From an optimization exercise on the open Yosys and OpenROAD flow, aimed at small area; shortcuts taken in it are not production practice. Function was checked by simulation only, so behaviour that the tests miss may differ from the original. Power figures rest on the tool's default switching activity, not on a simulated workload.

Design dkb_xcvr, start of the top module:
module dkb_xcvr (
    input  wire        clk,
    input  wire        rst,           
    input  wire        start,
    input  wire [2:0]  op,
    output wire        busy,
    input  wire        host_we,
    input  wire [6:0]  host_addr,
    input  wire [15:0] host_wdata,
    output wire [15:0] host_rdata,
    output wire        ie,
    input  wire        line_i,
    output wire        drv_oe,
    output wire        drv_o
);
    localparam [2:0] OP_DELAY     = 3'd0;
    localparam [2:0] OP_TX        = 3'd1;
    localparam [2:0] OP_RX        = 3'd2;
    localparam [2:0] OP_XFER      = 3'd3;
    localparam [2:0] OP_IDENTIFY  = 3'd4;
    localparam [2:0] OP_ORIGINATE = 3'd5;
    localparam [2:0] OP_POLL      = 3'd6;
    localparam [2:0] OP_RESPOND   = 3'd7;
    localparam [3:0] S_IDLE     = 4'd0;
    localparam [3:0] S_DLYS     = 4'd1;
    localparam [3:0] S_LOAD     = 4'd2;
    localparam [3:0] S_CFG      = 4'd3;
    localparam [3:0] S_MASK     = 4'd4;
    localparam [3:0] S_TX       = 4'd5;
    localparam [3:0] S_RX       = 4'd6;
    localparam [3:0] S_CLASSIFY = 4'd7;
    localparam [3:0] S_TURN     = 4'd8;
    localparam [3:0] S_RESTORE  = 4'd9;
    localparam [1:0] RX_WAIT_LOW  = 2'd0;
    localparam [1:0] RX_WAIT_HIGH = 2'd1;
    localparam [1:0] RX_MEASURE   = 2'd2;
    reg [3:0]  seq;
    reg [2:0]  opr;
    reg [1:0]  rxs;
    reg [20:0] cnt;
    reg [3:0]  txidx;        
    reg [7:0]  sh;           
    reg        ie_r;         
    reg [7:0]  arg_n;
    reg [7:0]  arg_max;
    reg        arg_rumble;
    reg [15:0] arg_delay;
    reg [3:0]  res_count;    
    reg        res_ok;
    reg [2:0]  res_code;     
    reg [7:0]  txbuf      [0:2];
    reg [7:0]  rxbuf      [0:9];
    reg [7:0]  status_rec [0:2];
  ...
==> flow/config.mk <==
export PLATFORM = sky130hd
export DESIGN_NAME = dkb_xcvr
export DESIGN_NICKNAME = dkb_xcvr
export VERILOG_FILES = /design/flow/design.v
export SDC_FILE = /design/flow/constraint.sdc
export NUM_CORES = 4
export LEC_CHECK = 0
export CAP_MARGIN = 0
export CORE_MARGIN = 2
export CORE_UTILIZATION = 40
export CTS_BUF_LIST = sky130_fd_sc_hd__clkbuf_4
export CTS_CLUSTER_DIAMETER = 50
export CTS_CLUSTER_SIZE = 9
export SLEW_MARGIN = 0
export SYNTH_HIERARCHICAL = 1
==> flow/constraint.sdc <==
create_clock -name core_clock -period 8.0 [get_ports {clk}]
set_input_delay 1.6000 -clock core_clock [delete_from_list [all_inputs] [get_ports {clk}]]
set_output_delay 1.6000 -clock core_clock [all_outputs]
set_load 0.01 [all_outputs]
standard.sh (not shown) runs the stock make flow with config.mk's settings and CLKGATE_MAP_FILE= SYNTH_SCRIPT=/design/flow/synth_recipe.tcl, a recipe that flattens the netlist after the stock synthesis.
==> flow/flow/run.sh <==
#!/bin/bash
# Standard ORFS layout with three changes that only shrink buffering:
#  - port buffers use the smallest buffer cell (buffer_ports -buffer_cell)
#  - timing-driven global placement does not keep its trial buffers
#    (repair_design after placement still fixes every slew/cap violation)
#  - clock tree synthesis adds no dummy loads
# The synthesis is the standard one, run unchanged first.
set -euo pipefail
bash standard.sh synth > synth.log 2>&1
export BUFFER_PORTS_ARGS="-buffer_cell sky130_fd_sc_hd__buf_1"
export GPL_KEEP_OVERFLOW=0
export CTS_ARGS="-sink_clustering_enable -repair_clock_nets -dont_use_dummy_load -buf_list sky130_fd_sc_hd__clkbuf_4 -sink_clustering_size 9 -sink_clustering_max_diameter 50"
bash standard.sh finish > layout.log 2>&1
Edit:
--- a/flow/flow/run.sh
+++ b/flow/flow/run.sh
@@ -12 +12 @@
-export CTS_ARGS="-sink_clustering_enable -repair_clock_nets -dont_use_dummy_load -buf_list sky130_fd_sc_hd__clkbuf_4 -sink_clustering_size 9 -sink_clustering_max_diameter 50"
+export CTS_ARGS="-sink_clustering_enable -repair_clock_nets -dont_use_dummy_load -buf_list sky130_fd_sc_hd__clkbuf_8 -sink_clustering_size 16 -sink_clustering_max_diameter 70"
- CTS_BUF_LIST: sky130_fd_sc_hd__clkbuf_4 -> sky130_fd_sc_hd__clkbuf_8
- CTS_CLUSTER_DIAMETER: 50 -> 70
- CTS_CLUSTER_SIZE: 9 -> 16
Wire length falls slightly.
Critical path depth stays the same.
Global-route usage falls by 0.44 points.
Design area hardly moves.
Non-clock buffer count rises by 1.
Combinational power is about the same.
Maximum frequency rises by a few percent.
Worst setup slack gets better by 200 ps.
Clock skew barely changes.
Final cell count falls slightly.
Clock power rises slightly.
Edit:
--- a/flow/flow/run.sh
+++ b/flow/flow/run.sh
@@ -12 +12 @@
-export CTS_ARGS="-sink_clustering_enable -repair_clock_nets -dont_use_dummy_load -buf_list sky130_fd_sc_hd__clkbuf_8 -sink_clustering_size 16 -sink_clustering_max_diameter 70"
+export CTS_ARGS="-sink_clustering_enable -repair_clock_nets -dont_use_dummy_load -buf_list sky130_fd_sc_hd__clkbuf_8 -sink_clustering_size 14 -sink_clustering_max_diameter 100"
- CAP_MARGIN: 0 -> 5
- CTS_CLUSTER_DIAMETER: 70 -> 100
- CTS_CLUSTER_SIZE: 16 -> 14
- SLEW_MARGIN: 0 -> 5
Result:
- The new run produced a clean layout
- count of clock-buffer cells in the layout goes up by 1
- sequential share of layout area stays flat
- cell area stays flat
- via count goes up by about 1.3%
- core utilization barely changes
- worst hold slack gains 3.0 ps
- total power barely changes
- routed wire length goes up by about 0.44%
- worst setup slack loses 91 ps
- area after synthesis does not change
- die area does not change

* * *

Another version of the RTL of dkb_xcvr (not shown whole).
For scale: about 1200 cells after synthesis, about 15000 um2 of cells after synthesis.
==> flow/design.v (excerpt) <==
module dkb_xcvr (
    input  wire        clk,
    input  wire        rst,           
    input  wire        start,
    input  wire [2:0]  op,
    output wire        busy,
    input  wire        host_we,
    input  wire [6:0]  host_addr,
    input  wire [15:0] host_wdata,
    output wire [15:0] host_rdata,
    output wire        ie,
    input  wire        line_i,
    output wire        drv_oe,
    output wire        drv_o
);
clock: 8.0 ns
lec_check: 0
cap_margin: 0
core_margin: 2
core_utilization: 40
cts_buf_list: sky130_fd_sc_hd__clkbuf_8
cts_cluster_diameter: 100
cts_cluster_size: 16
gpl_timing_driven: 0
slew_margin: 0
synth_hierarchical: 1
==> flow/flow/run.sh <==
#!/bin/bash
# Standard ORFS layout, except that the port buffers are the smallest buffer
# cell (buffer_ports -buffer_cell) instead of the one ORFS picks by default.
# The synthesis is the standard one, run unchanged first.
set -euo pipefail
bash standard.sh synth > synth.log 2>&1
BUFFER_PORTS_ARGS="-buffer_cell sky130_fd_sc_hd__buf_1" bash standard.sh finish > layout.log 2>&1
The starting point produced a clean layout.
Then changed:
Settings changed: GPL_TIMING_DRIVEN 0 to unset.
Outcome: Synthesized cell count does not change. Wire length climbs by about 1.1%. Synthesized area stays the same. Fmax climbs by 5.2%. Sequential power barely changes.
Then changed:
==> flow/run.sh (new file) <==
#!/bin/bash
# synth_recipe.tcl (not shown) runs the flow's synth.tcl, then flattens the netlist and writes it again
# the make line also repeats each setting of config.mk as NAME=value (left out here)
make -C /OpenROAD-flow-scripts/flow DESIGN_CONFIG=/design/flow/config.mk WORK_HOME=/design/flow/orfs CLKGATE_MAP_FILE= SYNTH_SCRIPT=/design/flow/synth_recipe.tcl finish
Settings changed: CAP_MARGIN 0 to 20, SLEW_MARGIN 0 to 20.
removed: flow/flow/run.sh
removed: flow/standard.sh
Setup slack gets worse by 0.63 ns.
Via count decreases by 1.2%.
Power climbs by 0.60%.
Synthesized area does not change.
Global-route usage came out lower by 0.11 points.
First-iteration DRC count came out higher by 1.9%.
Utilization grows by 0.81 points.
Combinational power stays flat.
Count of clock-buffer cells in the layout is unchanged.
Then changed:
==> flow/flow/run.sh (new file) <==
#!/bin/bash
# Standard ORFS layout, except that the port buffers are the smallest buffer
# cell (buffer_ports -buffer_cell) instead of the one ORFS picks by default.
# The synthesis is the standard one, run unchanged first.
set -euo pipefail
bash standard.sh synth > synth.log 2>&1
BUFFER_PORTS_ARGS="-buffer_cell sky130_fd_sc_hd__buf_1" bash standard.sh finish > layout.log 2>&1
==> flow/standard.sh (new file) <==
#!/bin/bash
# synth_recipe.tcl (not shown) runs the flow's synth.tcl, then flattens the netlist and writes it again
# the make line also repeats each setting of config.mk as NAME=value (left out here)
make -C /OpenROAD-flow-scripts/flow DESIGN_CONFIG=/design/flow/config.mk WORK_HOME=/design/flow/orfs CLKGATE_MAP_FILE= SYNTH_SCRIPT=/design/flow/synth_recipe.tcl "${@:-finish}"
removed: flow/run.sh
Effect:
- The new run produced a clean layout
- synthesized cell count is unchanged
- cell area falls by 1.8%
- setup slack gains 0.63 ns
- core utilization falls by 0.81 points
- count of clock-buffer cells in the layout stays the same
- synthesized area is unchanged
Then changed:
Settings changed: CAP_MARGIN 20 to 0, CTS_BUF_LIST sky130_fd_sc_hd__clkbuf_8 to sky130_fd_sc_hd__clkbuf_16, CTS_CLUSTER_DIAMETER 100 to 150, CTS_CLUSTER_SIZE 16 to 30, SLEW_MARGIN 20 to 0.
What happened: The new run ran to the end with no violations. Hold slack is about the same. Routed wire length drops by 0.61%. Die area is unchanged.

## static timing again, ports no longer ideal
Ports are ideal in the flow. The routed layouts listed here were re-timed in OpenROAD.
Step 1 sets driving cells, clkbuf_16 on the clock port and buf_2 on the other inputs (assumed; they add their load-dependent delay and slew).
Step 2 also shifts input and output timing later by t, the mid clock arrival at the registers, as if the neighbouring blocks saw the same clock.
Slacks: no drivers / after step 1 / after step 2; pairs: no drivers / after step 1.
| run | t (ns) | setup slack, ns | pins driven straight from the clock port |
|---|---|---|---|
| the first run of note 1 | 0.804 | 0.236 / 0.189 / 0.993 | 1 |
| the second run of note 1 | 0.656 | 0.439 / 0.389 / 1.045 | 1 |
| the third run of note 1 | 0.641 | 0.348 / 0.303 / 0.944 | 1 |
| the first run of note 2 | 0.665 | 0.450 / 0.400 / 0.575 | 1 |
| the second run of note 2 | 0.656 | 0.825 / 0.780 / 0.860 | 1 |
| the third run of note 2 | 0.671 | 0.193 / 0.156 / 0.156 | 1 |
| the fourth run of note 2 | 0.656 | 0.825 / 0.780 / 0.860 | 1 |
| the fifth run of note 2 | 0.561 | 0.872 / 0.851 / 0.851 | 1 |
After both steps every run listed still meets setup and hold. For the third run of note 2, which loses most, drivers alone change the setup slack by -0.037 ns; drivers and shift together by -0.037 ns.
